Background: an optimization exercise with open tools, aiming at small area, a short achievable clock period and few clock cycles per item. Do not read the settings as production practice.
Only simulation tests tie the RTL to the original design; equivalence was not proved.
Power and IR drop assume default switching activity.

Setup of red:
// eo_pktcipher
module eo_pktcipher (
    input  wire       clk,
    input  wire       rst,
    input  wire       start,
    input  wire       dec,
    input  wire [7:0] key,
    input  wire [6:0] len,
    output wire       ready,
    input  wire       in_valid,
    input  wire [7:0] in_byte,
    output wire       in_ready,
    output reg        out_valid,
    output reg  [7:0] out_byte
);
    function [14:0] keytab;
        input [6:0] h;
        begin
            case (h)
            7'd0: keytab = {7'd0, 8'd255};
            7'd1: keytab = {7'd85, 8'd85};
            7'd2: keytab = {7'd102, 8'd51};
            7'd3: keytab = {7'd91, 8'd36};
            7'd4: keytab = {7'd28, 8'd28};
            7'd5: keytab = {7'd81, 8'd23};
            7'd6: keytab = {7'd98, 8'd19};
            7'd7: keytab = {7'd119, 8'd17};
            7'd8: keytab = {7'd120, 8'd15};
            7'd9: keytab = {7'd13, 8'd13};
            7'd10: keytab = {7'd30, 8'd12};
            7'd11: keytab = {7'd83, 8'd11};
            7'd12: keytab = {7'd20, 8'd10};
            7'd13: keytab = {7'd9, 8'd9};
            7'd14: keytab = {7'd26, 8'd8};
            7'd15: keytab = {7'd111, 8'd8};
            7'd16: keytab = {7'd112, 8'd7};
            7'd17: keytab = {7'd69, 8'd7};
            7'd18: keytab = {7'd86, 8'd6};
            7'd19: keytab = {7'd75, 8'd6};
            7'd20: keytab = {7'd12, 8'd6};
            7'd21: keytab = {7'd65, 8'd5};
            7'd22: keytab = {7'd82, 8'd5};
            7'd23: keytab = {7'd103, 8'd5};
            7'd24: keytab = {7'd104, 8'd5};
            7'd25: keytab = {7'd125, 8'd5};
            7'd26: keytab = {7'd14, 8'd4};
            7'd27: keytab = {7'd67, 8'd4};
            7'd28: keytab = {7'd4, 8'd4};
            7'd29: keytab = {7'd121, 8'd4};
            7'd30: keytab = {7'd10, 8'd4};
            7'd31: keytab = {7'd95, 8'd4};
            7'd32: keytab = {7'd96, 8'd3};
            7'd33: keytab = {7'd53, 8'd3};
  ...
Size in the first run: about 2,900 cells after synthesis, roughly 39 I/O pins, about 40,000 µm² of cells after synthesis.
clock: 15.0 ns
lec_check: 0
cap_margin: 20
core_margin: 2
core_utilization: 40
place_density: 0.6
slew_margin: 20
standard.sh (not shown) runs the stock make flow with config.mk's settings and CLKGATE_MAP_FILE= SYNTH_SCRIPT=/design/flow/synth_recipe.tcl, a recipe that flattens the netlist after the stock synthesis.
==> flow/flow/run.sh <==
#!/bin/bash
# Layout flow: the standard ORFS flow (standard synthesis included), with
# the port buffers inserted at placement made buf_4 cells instead of the
# default pick. Each tool's output goes to the ORFS logs under orfs/logs/;
# make's own output is kept in flow_make.log.
set -euo pipefail
export BUFFER_PORTS_ARGS="-buffer_cell sky130_fd_sc_hd__buf_4"
bash standard.sh > flow_make.log 2>&1
Testbench counts of red, summed over its fixed seeds: cycles 45,969, bytes 34,425.
Input-level comparison between blue and red:
Settings: PLACE_DENSITY: 0.6 -> 0.72; CORE_UTILIZATION: 40 -> 60.
==> flow/flow/run.sh <==
#!/bin/bash
# Layout flow: the standard ORFS flow (standard synthesis included), with
#  - the port buffers inserted at placement made buf_4 cells instead of the
#    default pick, and
#  - clock tree synthesis without dummy load cells.
# Each tool's output goes to the ORFS logs under orfs/logs/; make's own output
# is kept in flow_make.log.
set -euo pipefail
export BUFFER_PORTS_ARGS="-buffer_cell sky130_fd_sc_hd__buf_4"
export CTS_ARGS="-sink_clustering_enable -repair_clock_nets -dont_use_dummy_load"
bash standard.sh > flow_make.log 2>&1
## What came out
red reports its topmost layer with routed signal wires as met4 while blue reports met5.
Compared with red, blue shows met3 usage higher by 2.2 points.
The run showing the greater worst-case setup slack after placement is blue.
Synthesis-to-finish area growth was higher in red than in blue.
Compare blue and red | count of clock-net buffers in the final layout lower: blue
--- input diff blue..green ---
-- flow/flow/run.sh --
<<< blue, line 5
#  - clock tree synthesis without dummy load cells.
>>> green, line 5
#  - clock tree synthesis without dummy load cells, and with sink clusters
#    of up to 30 registers within 80 um.
<<< blue, line 10
export CTS_ARGS="-sink_clustering_enable -repair_clock_nets -dont_use_dummy_load"
>>> green, line 11
export CTS_ARGS="-sink_clustering_enable -repair_clock_nets -dont_use_dummy_load -sink_clustering_size 30 -sink_clustering_max_diameter 80"
==> comparison <==
- In the flow results for blue and green, the worst supply voltage drop on vdd is smaller on blue.
- As far as fraction of met1 tracks used by global routing is concerned, green and blue perform about the same.
- Re length of the first detailed-routing pass in iterations: green is 1 down on blue.
- Relative to blue, leakage dissipation decreased by 0.58 nW in green.
- Per the comparison of green with blue, utilization after layout decreased by 1.8 points relative to the old numbers, proportion of cell area occupied by multi-input gates increased 1.0 points, shortest period the worst path allows lost 12 ps, switching share of total power moved up.


sierra:
Another version of the RTL of eo_pktcipher (not shown whole).
For scale: roughly 3000 cells after synthesis, roughly 840 flip-flops, roughly 41000 sq um of cells after synthesis.
==> flow/config.mk <==
export PLATFORM = sky130hd
export DESIGN_NAME = eo_pktcipher
export DESIGN_NICKNAME = eo_pktcipher
export VERILOG_FILES = /design/flow/design.v
export SDC_FILE = /design/flow/constraint.sdc
export NUM_CORES = 4
export LEC_CHECK = 0
export CAP_MARGIN = 20
export CORE_MARGIN = 2
export CORE_UTILIZATION = 60
export PLACE_DENSITY = 0.72
export SLEW_MARGIN = 20
==> flow/constraint.sdc <==
create_clock -name core_clock -period 15.0 [get_ports {clk}]
set_input_delay 3.0000 -clock core_clock [delete_from_list [all_inputs] [get_ports {clk}]]
set_output_delay 3.0000 -clock core_clock [all_outputs]
set_load 0.01 [all_outputs]
==> flow/flow/run.sh <==
#!/bin/bash
# Layout flow: the standard ORFS flow (standard synthesis included), with
# the port buffers inserted at placement made buf_4 cells instead of the
# default pick. Each tool's output goes to the ORFS logs under orfs/logs/;
# make's own output is kept in flow_make.log.
set -euo pipefail
export BUFFER_PORTS_ARGS="-buffer_cell sky130_fd_sc_hd__buf_4"
bash standard.sh > flow_make.log 2>&1
Testbench counts of sierra, summed over its fixed seeds: cycles 45,961, bytes 34,425.
Modified inputs, quartz compared to sierra
# sierra
export LEC_CHECK = 0
export CAP_MARGIN = 20
export CORE_MARGIN = 2
export CORE_UTILIZATION = 60
export PLACE_DENSITY = 0.72
export SLEW_MARGIN = 20
create_clock -name core_clock -period 15.0 [get_ports {clk}]
# quartz
export LEC_CHECK = 0
export CAP_MARGIN = 20
export CORE_MARGIN = 2
export CORE_UTILIZATION = 40
export PLACE_DENSITY = 0.6
export SLEW_MARGIN = 20
create_clock -name core_clock -period 15.0 [get_ports {clk}]
### Flow results
- The power number comes out higher for quartz vs sierra.
- Going from sierra to quartz, share of the clock period used by the worst path comparable; peak clock frequency supported by timing went up by 0.41%; minimum setup slack in the final design climbed 0.018 ns; via count has decreased; amount of wire on met3 after detailed routing shows a reduction of 1900 um.

==> separate check: timing with driven ports <==
The flow's constraints put no driver on any port. The routed layouts listed below were extracted and timed again, unchanged, in two steps. Step 1: set_driving_cell puts a clkbuf_16 on clk and a buf_2 on each other input, an assumption about the parent block. Step 2, shift: input delay + t, output delay - t, t = (earliest + latest rising clock arrival at the registers) / 2. This alone moves slack from input paths to output paths. Slacks: ideal ports / drivers / drivers and shift; pairs: ideal ports / drivers.
run	t (ns)	setup slack, ns	slew at the worst register clock pin (ns)	worst data-port slew with drivers (ns)	cell pins on the clock port's net
red	0.730	10.818 / 10.744 / 10.644	0.07 / 0.07	0.07	1
blue	0.672	10.885 / 10.818 / 10.761	0.06 / 0.06	0.11	1
green	0.649	10.897 / 10.829 / 10.716	0.11 / 0.11	0.11	1
sierra	0.697	10.668 / 10.668 / 10.668	0.07 / 0.07	0.04	1
quartz	0.725	10.686 / 10.686 / 10.686	0.07 / 0.07	0.08	1
After both steps setup and hold are still met in every run listed. The setup slack of green, which loses most, moves by -0.068 ns with the drivers and by -0.181 ns with both steps.
